Context: an optimization exercise on an open-source flow, tuned for small area. The choices shown serve that exercise and are no tape-out recipe.
The RTL was checked by simulation tests, not by an equivalence proof against the original design.
No activity file was given, so power comes from the tool's default toggle rates.

Setup of v6:
// shufflish_core
module shufflish_core (
    input  wire        clk,
    input  wire        rst_n,
    input  wire        req_valid,
    output wire        req_ready,
    input  wire        req_write,
    input  wire [7:0]  req_addr,
    input  wire [63:0] req_wdata,
    output wire        rsp_valid,
    output wire        rsp_err,
    output wire [63:0] rsp_rdata
);
    localparam integer W  = 4;            
    localparam integer P  = 64 / W;       
    localparam integer PB = 4;            
    localparam [PB-1:0] PLAST = P - 1;
    localparam [PB-1:0] PPEN  = P - 2;
    localparam [63:0] ID_VALUE = 64'h5348_5546_0001_0000;
    localparam [3:0] S_IDLE = 4'd0,  S_COPY = 4'd1,  S_GCD  = 4'd2,  S_CLRU = 4'd3,
                     S_REM  = 4'd4,  S_CORR = 4'd5,  S_EV1  = 4'd7,
                     S_EV2  = 4'd8,  S_EV3  = 4'd9,  S_P1   = 4'd10, S_P2   = 4'd11,
                     S_EVF1 = 4'd12, S_FIN  = 4'd14;
    localparam [1:0] G_SHU = 2'd0, G_SHV = 2'd1, G_SUBV = 2'd2, G_SWP = 2'd3;
    localparam [1:0] X_U2 = 2'd0, X_U = 2'd1, X_A = 2'd2, X_ASH = 2'd3;
    localparam [1:0] Z_0 = 2'd0, Z_A = 2'd1, Z_PRE = 2'd2, Z_POST = 2'd3;
    localparam [1:0] Y_0 = 2'd0, Y_C = 2'd1, Y_NC = 2'd2;
    reg  [PB-1:0] ph;
    wire          phf = (ph == {PB{1'b0}});    
    wire          phl = (ph == PLAST);         
    wire          php = (ph == PPEN);          
    reg           clr;        
    reg           cfg_z;      
    reg           res_zero;   
    reg [63:0] opa, opb, opc, opd, res, cdom, cpri, cpre, cpost;
    reg [63:0] ra, rb, rc, rd, ru;
    reg [3:0]  st;
    reg [5:0]  cw;
    reg        rsv;
    reg [2:0]  ecode;
    reg [3:0]  err, last_op;
    reg        overrun, cfg_valid;
    reg [1:0]  cfg_mode;
    reg        fst;           
  ...
Settings: LEC_CHECK=0, ABC_AREA=1, CAP_MARGIN=20, CORE_MARGIN=2, CORE_UTILIZATION=40, CTS_CLUSTER_DIAMETER=90, CTS_CLUSTER_SIZE=28, SLEW_MARGIN=20; clock period 12.0 ns.
standard.sh (not shown) runs the stock make flow with config.mk's settings and CLKGATE_MAP_FILE= SYNTH_SCRIPT=/design/flow/synth_recipe.tcl, a recipe that flattens the netlist after the stock synthesis.
==> flow/flow/run.sh <==
#!/bin/bash
# Layout flow: the standard flow (standard synthesis, floorplan, power
# grid, placement, routing) with two changes:
#  - the port buffers are the smallest buffer cell, sky130_fd_sc_hd__buf_1,
#    rather than the one buffer_ports picks by default;
#  - clock tree synthesis inserts no dummy loads and uses smaller buffers for
#    the upper levels of the tree (clkbuf_8 root, clkbuf_4 tree); the leaf
#    buffers and their sink clusters stay as TritonCTS chooses them.
# Each step's full output goes to its own log file in this folder.
set -euo pipefail
bash standard.sh synth > synth.log 2>&1
bash standard.sh finish \
  'BUFFER_PORTS_ARGS=-buffer_cell sky130_fd_sc_hd__buf_1' \
  'CTS_ARGS=-sink_clustering_enable -repair_clock_nets -dont_use_dummy_load -sink_clustering_size 28 -sink_clustering_max_diameter 90 -tree_buf sky130_fd_sc_hd__clkbuf_4 -root_buf sky130_fd_sc_hd__clkbuf_8' \
  > layout.log 2>&1
Input changes introduced in v7 (baseline for comparison: v6):
Settings: a change of CTS_CLUSTER_SIZE from 28 to 25; a change of CTS_CLUSTER_DIAMETER from 90 to 100.
==> flow/flow/run.sh <==
#!/bin/bash
# Layout flow: the standard flow, except that the port buffers are the
# smallest buffer cell (sky130_fd_sc_hd__buf_1) rather than the one
# buffer_ports picks by default. Each step's full output goes to its own log.
set -euo pipefail
bash standard.sh synth > synth.log 2>&1
bash standard.sh finish 'BUFFER_PORTS_ARGS=-buffer_cell sky130_fd_sc_hd__buf_1' > layout.log 2>&1
Findings:
v7 against v6: register-to-register slack down 0.02 ns; setup slack down 0.024 ns; hold slack up 0.061 ns. Comparing v7 and v6, the higher via count of the routed design was measured on v7. Diff v6 -> v7: highest clock frequency the design can meet went down, signed area change from the synthesized netlist to the final layout went up, cell area went up. Comparing v7 with v6, the overall global routing resource usage came out essentially unchanged. | wire length reported by the detailed router | v7 vs v6 | ≈ equal |.

shufflish_core, a different RTL version from the one above (not shown whole).
Size in the first run: about 1000 flip-flops, about 140 I/O pins.
export LEC_CHECK = 0
export ABC_AREA = 1
export CAP_MARGIN = 20
export CORE_MARGIN = 2
export CORE_UTILIZATION = 40
export CTS_CLUSTER_DIAMETER = 90
export CTS_CLUSTER_SIZE = 28
export PLACE_DENSITY = 0.85
export SLEW_MARGIN = 20
create_clock -name core_clock -period 12.0 [get_ports {clk}]
==> flow/flow/run.sh <==
#!/bin/bash
# Layout flow: the standard flow (standard synthesis, floorplan, power
# grid, placement, routing) with two changes:
#  - the port buffers are the smallest buffer cell, sky130_fd_sc_hd__buf_1,
#    rather than the one buffer_ports picks by default;
#  - clock tree synthesis inserts no dummy loads, clusters up to 28 sinks
#    within 90 um per leaf buffer, and uses smaller buffers for the upper
#    levels of the tree (clkbuf_8 root, clkbuf_4 tree).
# Each step's full output goes to its own log file in this folder.
set -euo pipefail
bash standard.sh synth > synth.log 2>&1
bash standard.sh finish \
  'BUFFER_PORTS_ARGS=-buffer_cell sky130_fd_sc_hd__buf_1' \
  'CTS_ARGS=-sink_clustering_enable -repair_clock_nets -dont_use_dummy_load -sink_clustering_size 28 -sink_clustering_max_diameter 90 -tree_buf sky130_fd_sc_hd__clkbuf_4 -root_buf sky130_fd_sc_hd__clkbuf_8' \
  > layout.log 2>&1
Rerun with:
- PLACE_DENSITY: 0.85 -> not set
After rerunning: The new run produced a clean layout. Clock power is higher by about 3%. Die area is unchanged. Global-route usage is higher by 1.3 points. First-iteration DRC count is lower by 22%. Setup slack gets worse by 0.014 ns. Routed wire length is higher by 7.6%. Synthesized area is unchanged. Total power is higher by 1.1%. Via count is lower by 1.4%.

v23:
Another version of the RTL of shufflish_core (not shown whole).
Size in the first run: ~2,600 cells after synthesis, ~140 I/O pins, roughly 0.028 mm² of cells after synthesis.
make LEC_CHECK=0 ABC_AREA=1 CAP_MARGIN=20 CORE_MARGIN=2 CORE_UTILIZATION=55 CTS_CLUSTER_DIAMETER=100 CTS_CLUSTER_SIZE=25 PLACE_DENSITY=0.75 SLEW_MARGIN=20 finish   # period 12.0 ns
run.sh (not shown) runs the stock make flow with config.mk's settings and CLKGATE_MAP_FILE= SYNTH_SCRIPT=/design/flow/synth_recipe.tcl, a recipe that flattens the netlist after the stock synthesis.
Stock flow here: none of the scripts above is used.
### v23 -> v2
Settings: CORE_UTILIZATION: 55 -> 40; PLACE_DENSITY: 0.75 -> unset.
Findings:
[compare] base=v23 new=v2: total power after layout down 0.92%, total global-route track usage down 8.7 points, final wirelength down 1900 µm. Upper clock frequency limit ended up about 3% higher on v2 than on v23. Delta(cell area power density, v2 - v23) < 0. On required time reported for the critical path endpoint, v23 tracks v2 almost exactly. When the final numbers for v23 and v2 were put side by side, the relative slew slack turned out to be greater in v2. Measured against each other, v23 and v2 differ in net switching component of the power, the higher figure coming from v23. Setup WNS v23 -> v2: better.

==> static timing again, ports no longer ideal <==
In the flow no input, the clock included, has a driving cell. The finished layouts below were timed again as built, in two steps. Step 1 assumes that a clkbuf_16 drives the clock port and a buf_2 every other input. Step 2 moves the port delays by t, midway between the first and last clock arrival at a register: inputs arrive t later, outputs are due t later. That takes back most of the time a late clock gives input paths. a / b / c = no drivers / after step 1 / after step 2; a / b = the first two.
| run | t, ns | setup WS [ns] | worst setup path after step 2 | slew at the worst register clock pin (ns) |
|---|---|---|---|---|
| v6 | 0.740 | 6.212 / 6.212 / 6.212 | register to register | 0.10 / 0.10 |
| v7 | 0.663 | 6.189 / 6.189 / 6.189 | register to register | 0.11 / 0.11 |
| the first run of note 2 | 0.727 | 6.102 / 6.102 / 6.102 | register to register | 0.11 / 0.11 |
| the second run of note 2 | 0.736 | 6.088 / 6.088 / 6.088 | register to register | 0.10 / 0.10 |
| v23 | 0.695 | 4.889 / 4.889 / 4.889 | register to register | 0.11 / 0.11 |
| v2 | 0.684 | 5.094 / 5.094 / 5.094 | register to register | 0.10 / 0.10 |
After both steps every run listed still meets setup and hold.
